This is an optimization exercise on Yosys and OpenROAD, whose aim is small area, a short achievable clock period and few clock cycles per item, not a production implementation.
Function was checked by simulation only, so behaviour that the tests miss may differ from the original.

==> flow/design.v (excerpt) <==
module biquad_cascade (
    input  wire               clk,
    input  wire               rst,         
    input  wire               coef_we,
    input  wire signed [15:0] coef_b0,
    input  wire signed [15:0] coef_b1,
    input  wire signed [15:0] coef_b2,
    input  wire signed [15:0] coef_a1,
    input  wire signed [15:0] coef_a2,
    input  wire        [2:0]  coef_nst,    
    input  wire               in_valid,
    output wire               in_ready,
    input  wire signed [15:0] in_data,
    output reg                out_valid,
    output reg  signed [15:0] out_data
);
    reg [15:0] b0, b1, b2, a1, a2;
    reg [2:0]  nst;
    reg [15:0] h00, h01, h02;
    reg [15:0] h10, h11, h12;
    reg [15:0] h20, h21, h22;
    reg [15:0] h30, h31, h32;
    reg [15:0] h40, h41;
    reg [3:0]  pend;       
    reg [1:0]  slot;
    reg [3:0]  isel;       
    reg [3:0]  bsel;       
    reg        blast;      
    reg        rdy;
    reg        clr;        
    assign in_ready = rdy;
    wire [15:0] opx0 = ({16{isel[0]}} & h00) | ({16{isel[1]}} & h10) |
                       ({16{isel[2]}} & h20) | ({16{isel[3]}} & h30);
    wire [15:0] opx1 = ({16{isel[0]}} & h01) | ({16{isel[1]}} & h11) |
                       ({16{isel[2]}} & h21) | ({16{isel[3]}} & h31);
    wire [15:0] opx2 = ({16{isel[0]}} & h02) | ({16{isel[1]}} & h12) |
                       ({16{isel[2]}} & h22) | ({16{isel[3]}} & h32);
    wire [15:0] opy1 = ({16{isel[0]}} & h10) | ({16{isel[1]}} & h20) |
                       ({16{isel[2]}} & h30) | ({16{isel[3]}} & h40);
    wire [15:0] opy2 = ({16{isel[0]}} & h11) | ({16{isel[1]}} & h21) |
  ...
For scale: roughly 4800 cells after synthesis, about 46000 µm² of cells after synthesis.
Settings: LEC_CHECK=0, ABC_AREA=1, CAP_MARGIN=20, CORE_MARGIN=2, CORE_UTILIZATION=65, SLEW_MARGIN=20, SYNTH_HIERARCHICAL=1; clock period 16.0 ns.
standard.sh (not shown) runs the stock make flow with config.mk's settings and CLKGATE_MAP_FILE= SYNTH_SCRIPT=/design/flow/synth_recipe.tcl, a recipe that flattens the netlist after the stock synthesis.
==> flow/flow/run.sh <==
#!/bin/bash
set -euo pipefail
MARGIN=$(cat flow/margin.txt)
bash standard.sh SETUP_SLACK_MARGIN=$MARGIN \
    "BUFFER_PORTS_ARGS=-buffer_cell sky130_fd_sc_hd__buf_2" finish > flow_standard.log 2>&1
==> flow/flow/margin.txt <==
11.0
Testbench counts at the start, summed over its fixed seeds: cycles 18,059, samples 6,144.
Next try:
--- a/flow/design.v
+++ b/flow/design.v
@@ -15,35 +15,36 @@
     output reg  signed [15:0] out_data
 );
     reg [15:0] b0, b1, b2, a1, a2;
     reg [2:0]  nst;
     reg [15:0] h00, h01, h02;
     reg [15:0] h10, h11, h12;
     reg [15:0] h20, h21, h22;
     reg [15:0] h30, h31, h32;
     reg [15:0] h40, h41;
     reg [3:0]  pend;       
     reg [1:0]  slot;
     reg [3:0]  isel;       
+    reg [3:0]  ssel;       
     reg [3:0]  bsel;       
     reg        blast;      
     reg        rdy;
     reg        clr;        
     assign in_ready = rdy;
-    wire [15:0] opx0 = ({16{isel[0]}} & h00) | ({16{isel[1]}} & h10) |
-                       ({16{isel[2]}} & h20) | ({16{isel[3]}} & h30);
-    wire [15:0] opx1 = ({16{isel[0]}} & h01) | ({16{isel[1]}} & h11) |
-                       ({16{isel[2]}} & h21) | ({16{isel[3]}} & h31);
-    wire [15:0] opx2 = ({16{isel[0]}} & h02) | ({16{isel[1]}} & h12) |
-                       ({16{isel[2]}} & h22) | ({16{isel[3]}} & h32);
+    wire [15:0] opx0 = ({16{ssel[0]}} & h00) | ({16{ssel[1]}} & h10) |
+                       ({16{ssel[2]}} & h20) | ({16{ssel[3]}} & h30);
+    wire [15:0] opx1 = ({16{ssel[0]}} & h01) | ({16{ssel[1]}} & h11) |
+                       ({16{ssel[2]}} & h21) | ({16{ssel[3]}} & h31);
+    wire [15:0] opx2 = ({16{ssel[0]}} & h02) | ({16{ssel[1]}} & h12) |
+                       ({16{ssel[2]}} & h22) | ({16{ssel[3]}} & h32);
     wire [15:0] opy1 = ({16{isel[0]}} & h10) | ({16{isel[1]}} & h20) |
                        ({16{isel[2]}} & h30) | ({16{isel[3]}} & h40);
     wire [15:0] opy2 = ({16{isel[0]}} & h11) | ({16{isel[1]}} & h21) |
                        ({16{isel[2]}} & h31) | ({16{isel[3]}} & h41);
     wire b0_one0;
     wire b0_two0;
     wire b0_neg0;
     wire pp1;
     wire pp2;
     wire pp3;
     wire pp4;
     wire pp5;
@@ -3934,44 +3935,47 @@
             2'd2:    sec_n = 4'b0010;
             default: sec_n = 4'b1000;
         endcase
     end
     wire [3:0] isel_n  = sec_n & pend_n;
     wire [3:0] lastsec = {nst[2], nst == 3'd3, nst == 3'd2, nst == 3'd1};
     always @(posedge clk) begin
         if (rst) begin
             nst       <= 3'd0;
             pend      <= 4'd0;
             slot      <= 2'd0;
             isel      <= 4'd0;
+            ssel      <= 4'd0;
             bsel      <= 4'd0;
             blast     <= 1'b0;
             rdy       <= 1'b1;
             out_valid <= 1'b0;
             clr       <= 1'b0;
         end else if (coef_we) begin
             nst       <= (coef_nst > 3'd4) ? 3'd4 : coef_nst;
             pend      <= 4'd0;
             slot      <= (coef_nst == 3'd3) ? 2'd2 : coef_nst[2] ? 2'd3 : 2'd1;
             isel      <= 4'd0;
+            ssel      <= 4'd0;
             bsel      <= 4'd0;
             blast     <= 1'b0;
             rdy       <= 1'b1;
             out_valid <= 1'b0;
             clr       <= 1'b1;
         end else begin
             clr       <= 1'b0;
             pend      <= pend_n;
             slot      <= slot_n;
             isel      <= isel_n;
+            ssel      <= sec_n;
             bsel      <= isel;
             blast     <= |(isel & lastsec);
             rdy       <= ~pend_n[0] | isel_n[0];
             out_valid <= (acc_in & nst0) | (|bsel & blast);
         end
     end
     always @(posedge clk) begin
         csr      <= {c1918, c1916, c1914, c1912, c1910, pp720, s1917, s1915, c1908, c1906, c1904, s1913, s1911, s1909, c1902, c1900, c1898, s1907, s1905, s1903, c1896, c1894, c1892, s1901, s1899, s1897, c1890, c1888, c1886, s1895, s1893, s1891, c1884, c1882, c1880, s1889, s1887, s1885, c1878, c1876, c1874, s1883, s1881, s1879, c1872, c1870, c1868, s1877, s1875, s1873, c1866, c1864, c1862, s1871, s1869, s1867, c1860, c1858, c1856, s1865, s1863, s1861, c1854, c1852, c1850, s1859, s1857, s1855, c1848, c1846, c1844, s1853, s1851, s1849, c1842, c1840, c1838, s1847, s1845, s1843, c1836, c1834, c1832, s1841, s1839, s1837, c1830, c1828, c1826, s1835, s1833, s1831, c1824, c1822, c1820, s1829, s1827, s1825, c1818, c1816, c1814, s1823, s1821, s1819, c1812, c1810, c1808, s1817, s1815, s1813, c1806, c1804, c1802, s1811, s1809, s1807, c1800, c1798, c1796, s1805, s1803, s1801, c1794, c1792, c1790, s1799, s1797, s1795, c1788, c1786, c1784, s1793, s1791, s1789, c1782, c1780, c1778, s1787, s1785, s1783, c1776, c1774, c1772, s1781, s1779, s1777, c1770, c1768, c1766, s1775, s1773, s1771, c1764, c1762, c1760, s1769, s1767, s1765, c1758, c1756, c1754, s1763, s1761, s1759, c1752, c1750, c1748, s1757, s1755, s1753, c1746, c1744, c1526, s1751, s1749, s1747, c1742, s1245, s1525, s1523, s1745, s1743, c1740, c1738, c1522, pp578, pp434, s1741, s1521, a2_neg0n, pp577, a1_neg0n, s1739, s1737};
         out_data <= nst0 ? in_data : y;
     end
     always @(posedge clk) begin
         if (!rst && coef_we) begin
Cell area rises slightly.
Hold slack improves by 0.0056 ns.
Die area went up slightly.
Wire length is higher by a few percent.
Global-route usage grows by 2.4 points.
Setup slack got worse by 0.071 ns.
Synthesized area came out higher slightly.
Cell count drops slightly.
Clock-buffer cell count goes up by 9.
Testbench counts after the change, summed over its fixed seeds: cycles 18,059, samples 6,144.

## re-timing with driven ports
In the flow no input, the clock included, has a driving cell. The finished layouts below were timed again as built, in two steps. Step 1, drivers: a clkbuf_16 drives clk and a buf_2 each remaining input, both assumed. Step 2, shift: input delay + t, output delay - t, t = (earliest + latest rising clock arrival at the registers) / 2. This alone moves slack from input paths to output paths. Slacks: no drivers / after step 1 / after step 2; pairs: no drivers / after step 1.
| run | t (ns) | slack for setup (ns) | worst hold slack (ns) | pins driven straight from the clock port |
|---|---|---|---|---|
| the first run | 0.709 | 10.995 / 10.995 / 10.995 | 0.464 / 0.464 / 0.464 | 1 |
| the second run | 0.726 | 10.924 / 10.924 / 10.924 | 0.470 / 0.470 / 0.470 | 1 |
After both steps every run listed still meets setup and hold.
